Source: an optimization exercise on an open RTL-to-GDS flow (aim: small area). Production flows keep margins and buffers that such runs may drop.
In this exercise RTL edits were held to simulation tests only and were not proved equivalent to the original.
No activity file was given, so power comes from the tool's default toggle rates.

## the previous run
// siggen
module siggen (
    input  wire        clk,
    input  wire        rst,
    input  wire [31:0] now,
    input  wire [3:0]  col,
    input  wire        btn,
    output wire [3:0]  row_sel,
    output reg  [7:0]  dac,
    output wire [3:0]  status,
    output reg         emit,
    output wire        done
);
For scale: roughly 1100 cells after synthesis, about 57 I/O pins.
clock: 150.0 ns
lec_check: 0
abc_area: 1
cap_margin: 20
core_margin: 2
core_utilization: 40
slew_margin: 20
run.sh (not shown) runs the stock make flow with config.mk's settings and CLKGATE_MAP_FILE= SYNTH_SCRIPT=/design/flow/synth_recipe.tcl, a recipe that flattens the netlist after the stock synthesis.
Here is what was changed in the inputs of the current run compared with the previous run.
==> flow/flow/run.sh (new file) <==
#!/bin/bash
# Layout flow: the standard layout (standard.sh), with one change to synthesis: the
# combinational logic is mapped with flow/abc.script (an area-oriented ABC script, amap)
# and Yosys's extract_fa pass is skipped, so adders are mapped by ABC like the other logic.
# Everything before the mapping, the flip-flops included, is the standard synthesis.
set -euo pipefail
W=$(pwd)
export MY_ABC="$W/flow/abc.script"
export MY_NOFA=1
bash standard.sh SYNTH_SCRIPT="$W/flow/my_synth.tcl" finish > "$W/layout.log" 2>&1
==> flow/flow/abc.script (new file) <==
strash
dc2
dch -f
amap
topo
dnsize -c
==> flow/flow/my_synth.tcl (new file) <==
proc synth {args} { yosys synth -nofsm -noshare {*}$args }
proc abc {args} {
  if {[info exists ::env(MY_ABC)] && $::env(MY_ABC) ne ""} {
    set i [lsearch $args -script]
    lset args [expr {$i + 1}] $::env(MY_ABC)
  }
  yosys abc {*}$args
}
if {[info exists ::env(MY_NOFA)] && $::env(MY_NOFA) eq "1"} {
  proc extract_fa {args} { }
}
source $::env(SCRIPTS_DIR)/synth.tcl
# left out here: clear keep_hierarchy, flatten, clean up, hide names made inside functions, write 1_2_yosys.v
==> flow/standard.sh (new file) <==
#!/bin/bash
# synth_recipe.tcl (not shown) runs the flow's synth.tcl, then flattens the netlist and writes it again
# the make line also repeats each setting of config.mk as NAME=value (left out here)
make -C /OpenROAD-flow-scripts/flow DESIGN_CONFIG=/design/flow/config.mk WORK_HOME=/design/flow/orfs CLKGATE_MAP_FILE= SYNTH_SCRIPT=/design/flow/synth_recipe.tcl "${@:-finish}"
removed: flow/run.sh
--- outcome ---
Number of ordinary inverters in the final layout is higher on the previous run
The current run improves on the previous run in routed wire length.
Where fmax is concerned, the previous run is better than the current run.
Per the comparison of the current run with the previous run, part of the total power dissipated in the clock network increased 3.5 points; global-route wire length before repair decreased about 9%; area growth from synthesis to final layout increased 5.1 points; combinational share of power decreased 1.6 points; non-clock buffer count increased 1.
Diff the previous run -> the current run | design area | down by more than 10%

---

siggen again, from the RTL that the note above started with.
export LEC_CHECK = 0
export ABC_AREA = 1
export CAP_MARGIN = 20
export CORE_MARGIN = 2
export CORE_UTILIZATION = 40
export SLEW_MARGIN = 20
create_clock -name core_clock -period 150.0 [get_ports {clk}]
standard.sh (not shown) runs the stock make flow with config.mk's settings and CLKGATE_MAP_FILE= SYNTH_SCRIPT=/design/flow/synth_recipe.tcl, a recipe that flattens the netlist after the stock synthesis.
==> flow/flow/run.sh <==
#!/bin/bash
# Layout flow: the standard layout (standard.sh) with these changes:
# - synthesis maps the combinational logic with flow/abc.script (an area-oriented ABC
#   script, amap) and skips Yosys's extract_fa pass, so adders are mapped by ABC like the
#   other logic; everything before the mapping, the flip-flops included, is the standard
#   synthesis;
# - the port buffers are sky130_fd_sc_hd__buf_1;
# - the clock tree uses clkbuf_4 buffers in small clusters and no dummy loads.
set -euo pipefail
W=$(pwd)
export MY_ABC="$W/flow/abc.script"
export MY_NOFA=1
CTS="-sink_clustering_enable -repair_clock_nets -buf_list sky130_fd_sc_hd__clkbuf_4 -root_buf sky130_fd_sc_hd__clkbuf_4 -sink_clustering_size 8 -sink_clustering_max_diameter 40 -dont_use_dummy_load"
bash standard.sh SYNTH_SCRIPT="$W/flow/my_synth.tcl" \
  "BUFFER_PORTS_ARGS=-buffer_cell sky130_fd_sc_hd__buf_1" \
  "CTS_ARGS=$CTS" finish > "$W/layout.log" 2>&1
==> flow/flow/abc.script <==
strash
dc2
dch -f
amap
topo
dnsize -c
==> flow/flow/my_synth.tcl <==
proc synth {args} { yosys synth -nofsm -noshare {*}$args }
proc abc {args} {
  if {[info exists ::env(MY_ABC)] && $::env(MY_ABC) ne ""} {
    set i [lsearch $args -script]
    lset args [expr {$i + 1}] $::env(MY_ABC)
  }
  yosys abc {*}$args
}
if {[info exists ::env(MY_NOFA)] && $::env(MY_NOFA) eq "1"} {
  proc extract_fa {args} { }
}
source $::env(SCRIPTS_DIR)/synth.tcl
# left out here: clear keep_hierarchy, flatten, clean up, hide names made inside functions, write 1_2_yosys.v
Rerun with:
==> flow/run.sh (new file) <==
#!/bin/bash
# synth_recipe.tcl (not shown) runs the flow's synth.tcl, then flattens the netlist and writes it again
# the make line also repeats each setting of config.mk as NAME=value (left out here)
make -C /OpenROAD-flow-scripts/flow DESIGN_CONFIG=/design/flow/config.mk WORK_HOME=/design/flow/orfs CLKGATE_MAP_FILE= SYNTH_SCRIPT=/design/flow/synth_recipe.tcl finish
--- a/flow/config.mk
+++ b/flow/config.mk
@@ -11,0 +12,3 @@
+export CTS_BUF_LIST = sky130_fd_sc_hd__clkbuf_4
+export CTS_CLUSTER_DIAMETER = 50
+export CTS_CLUSTER_SIZE = 10
removed: flow/flow/run.sh
removed: flow/flow/abc.script
removed: flow/flow/my_synth.tcl
removed: flow/standard.sh
After rerunning: Worst hold slack is worse by 0.0058 ns. Power rose by about 5%. Cell area rose by about 18%. Critical path depth fell by 2. Die area rose by about 16%. Global-route usage fell by 2.0 points. Routed wire length rose by 5.1%. Combinational power rose by about 40%. Sequential share of layout area fell by 7.6 points. Flip-flop and latch count stays the same. Clock skew fell by 0.036 ns.

---

siggen again, from the RTL that the note above started with.
==> flow/design.v (excerpt) <==
module siggen (
    input  wire        clk,
    input  wire        rst,
    input  wire [31:0] now,
    input  wire [3:0]  col,
    input  wire        btn,
    output wire [3:0]  row_sel,
    output reg  [7:0]  dac,
    output wire [3:0]  status,
    output reg         emit,
    output wire        done
);
==> flow/config.mk <==
export PLATFORM = sky130hd
export DESIGN_NAME = siggen
export DESIGN_NICKNAME = siggen
export VERILOG_FILES = /design/flow/design.v
export SDC_FILE = /design/flow/constraint.sdc
export NUM_CORES = 4
export LEC_CHECK = 0
export ABC_AREA = 1
export CAP_MARGIN = 20
export CORE_MARGIN = 2
export CORE_UTILIZATION = 70
export CTS_BUF_LIST = sky130_fd_sc_hd__clkbuf_4
export CTS_CLUSTER_DIAMETER = 50
export CTS_CLUSTER_SIZE = 10
export SLEW_MARGIN = 20
==> flow/constraint.sdc <==
create_clock -name core_clock -period 150.0 [get_ports {clk}]
set_input_delay 30.0000 -clock core_clock [delete_from_list [all_inputs] [get_ports {clk}]]
set_output_delay 30.0000 -clock core_clock [all_outputs]
set_load 0.01 [all_outputs]
run.sh (not shown) runs the stock make flow with config.mk's settings and CLKGATE_MAP_FILE= SYNTH_SCRIPT=/design/flow/synth_recipe.tcl, a recipe that flattens the netlist after the stock synthesis.
Stock flow here: none of the scripts above is used.
The baseline finished with timing, DRC and antenna clean.
Next try:
==> flow/flow/run.sh (new file) <==
#!/bin/bash
# Layout flow: the standard layout (standard.sh) with these changes:
# - synthesis maps the combinational logic with flow/abc.script (an area-oriented ABC
#   script, amap) and skips Yosys's extract_fa pass, so adders are mapped by ABC like the
#   other logic; everything before the mapping, the flip-flops included, is the standard
#   synthesis;
# - the port buffers are sky130_fd_sc_hd__buf_1;
# - the clock tree uses clkbuf_8 buffers in small clusters and no dummy loads.
set -euo pipefail
W=$(pwd)
export MY_ABC="$W/flow/abc.script"
export MY_NOFA=1
CTS="-sink_clustering_enable -repair_clock_nets -buf_list sky130_fd_sc_hd__clkbuf_8 -root_buf sky130_fd_sc_hd__clkbuf_8 -sink_clustering_size 16 -sink_clustering_max_diameter 60 -dont_use_dummy_load"
bash standard.sh SYNTH_SCRIPT="$W/flow/my_synth.tcl" \
  "BUFFER_PORTS_ARGS=-buffer_cell sky130_fd_sc_hd__buf_1" \
  "CTS_ARGS=$CTS" finish > "$W/layout.log" 2>&1
==> flow/flow/abc.script (new file) <==
strash
dc2
dch -f
amap
topo
dnsize -c
==> flow/flow/my_synth.tcl (new file) <==
proc synth {args} { yosys synth -nofsm -noshare {*}$args }
proc abc {args} {
  if {[info exists ::env(MY_ABC)] && $::env(MY_ABC) ne ""} {
    set i [lsearch $args -script]
    lset args [expr {$i + 1}] $::env(MY_ABC)
  }
  yosys abc {*}$args
}
if {[info exists ::env(MY_NOFA)] && $::env(MY_NOFA) eq "1"} {
  proc extract_fa {args} { }
}
source $::env(SCRIPTS_DIR)/synth.tcl
# left out here: clear keep_hierarchy, flatten, clean up, hide names made inside functions, write 1_2_yosys.v
==> flow/standard.sh (new file) <==
#!/bin/bash
# synth_recipe.tcl (not shown) runs the flow's synth.tcl, then flattens the netlist and writes it again
# the make line also repeats each setting of config.mk as NAME=value (left out here)
make -C /OpenROAD-flow-scripts/flow DESIGN_CONFIG=/design/flow/config.mk WORK_HOME=/design/flow/orfs CLKGATE_MAP_FILE= SYNTH_SCRIPT=/design/flow/synth_recipe.tcl "${@:-finish}"
- CORE_UTILIZATION: 70 -> 40
- CTS_BUF_LIST: sky130_fd_sc_hd__clkbuf_4 -> not set
- CTS_CLUSTER_DIAMETER: 50 -> not set
- CTS_CLUSTER_SIZE: 10 -> not set
removed: flow/run.sh
Power decreases by 6.7%. Sequential share of layout area increases by 7.2 points. Worst hold slack is worse by 29 ps. Register-to-register slack is worse by 1600 ps. Die area increases by 48%. Clock skew increases by 41 ps. Routed wire length decreases by 7.0%. First-iteration DRC count decreases by 26%. Design area decreases by 14%. Final cell count decreases by 7.2%. Core utilization decreases by 33 points.
Next try:
==> flow/run.sh (new file) <==
#!/bin/bash
# synth_recipe.tcl (not shown) runs the flow's synth.tcl, then flattens the netlist and writes it again
# the make line also repeats each setting of config.mk as NAME=value (left out here)
make -C /OpenROAD-flow-scripts/flow DESIGN_CONFIG=/design/flow/config.mk WORK_HOME=/design/flow/orfs CLKGATE_MAP_FILE= SYNTH_SCRIPT=/design/flow/synth_recipe.tcl finish
- CTS_BUF_LIST: not set -> sky130_fd_sc_hd__clkbuf_8
removed: flow/flow/run.sh
removed: flow/flow/abc.script
removed: flow/flow/my_synth.tcl
removed: flow/standard.sh
After rerunning: The new run produced a clean layout. Setup slack improved by 1100 ps. Clock-buffer cell count is higher by 19. Final area climbs by 22%. Fmax came out higher by 3.2%. Via count went up by 8.0%. Sequential share of layout area came out lower by 9.1 points. Power went up by 27%. First-iteration DRC count rises by 5.0%. Synthesized area climbs by 17%.
Next try:
- CORE_UTILIZATION: 40 -> 60
- CTS_BUF_LIST: sky130_fd_sc_hd__clkbuf_8 -> sky130_fd_sc_hd__clkbuf_4 sky130_fd_sc_hd__clkbuf_8
- CTS_CLUSTER_DIAMETER: not set -> 60
- CTS_CLUSTER_SIZE: not set -> 12
Result: Flip-flop and latch count does not change. Power went down by about 12%. Global-route usage went up by 7.9 points. Clock power went down by about 28%. Via count went up by about 0.8%. Hold slack stays flat. Worst setup slack improves by 72 ps. Wire length went down by about 1%. Non-clock buffer count went down by 1. Count of clock-buffer cells in the layout went down by 2.

port drivers added, routing unchanged:
In the flow no input, the clock included, has a driving cell. The finished layouts below were timed again as built, in two steps.
Step 1 sets driving cells, clkbuf_16 on the clock port and buf_2 on the other inputs (assumed; they add their load-dependent delay and slew).
Step 2 moves the port delays by t, midway between the first and last clock arrival at a register: inputs arrive t later, outputs are due t later. That takes back most of the time a late clock gives input paths.
Slacks: ideal / step 1 / step 2; pairs: ideal / step 1.
| run | t, ns | slack for setup (ns) | pins driven straight from the clock port |
|---|---|---|---|
| the previous run | 0.538 | 117.164 / 117.121 / 117.309 | 1 |
| the current run | 0.557 | 115.948 / 115.900 / 116.457 | 1 |
| the first run of note 2 | 0.627 | 115.959 / 115.915 / 116.543 | 1 |
| the second run of note 2 | 0.671 | 117.005 / 116.967 / 117.352 | 1 |
| the first run of note 3 | 0.667 | 116.938 / 116.900 / 117.190 | 1 |
| the second run of note 3 | 0.535 | 116.032 / 115.989 / 116.524 | 1 |
| the third run of note 3 | 0.599 | 117.086 / 117.048 / 117.329 | 1 |
| the fourth run of note 3 | 0.548 | 117.158 / 117.116 / 117.158 | 1 |
After both steps setup and hold are still met in every run listed.
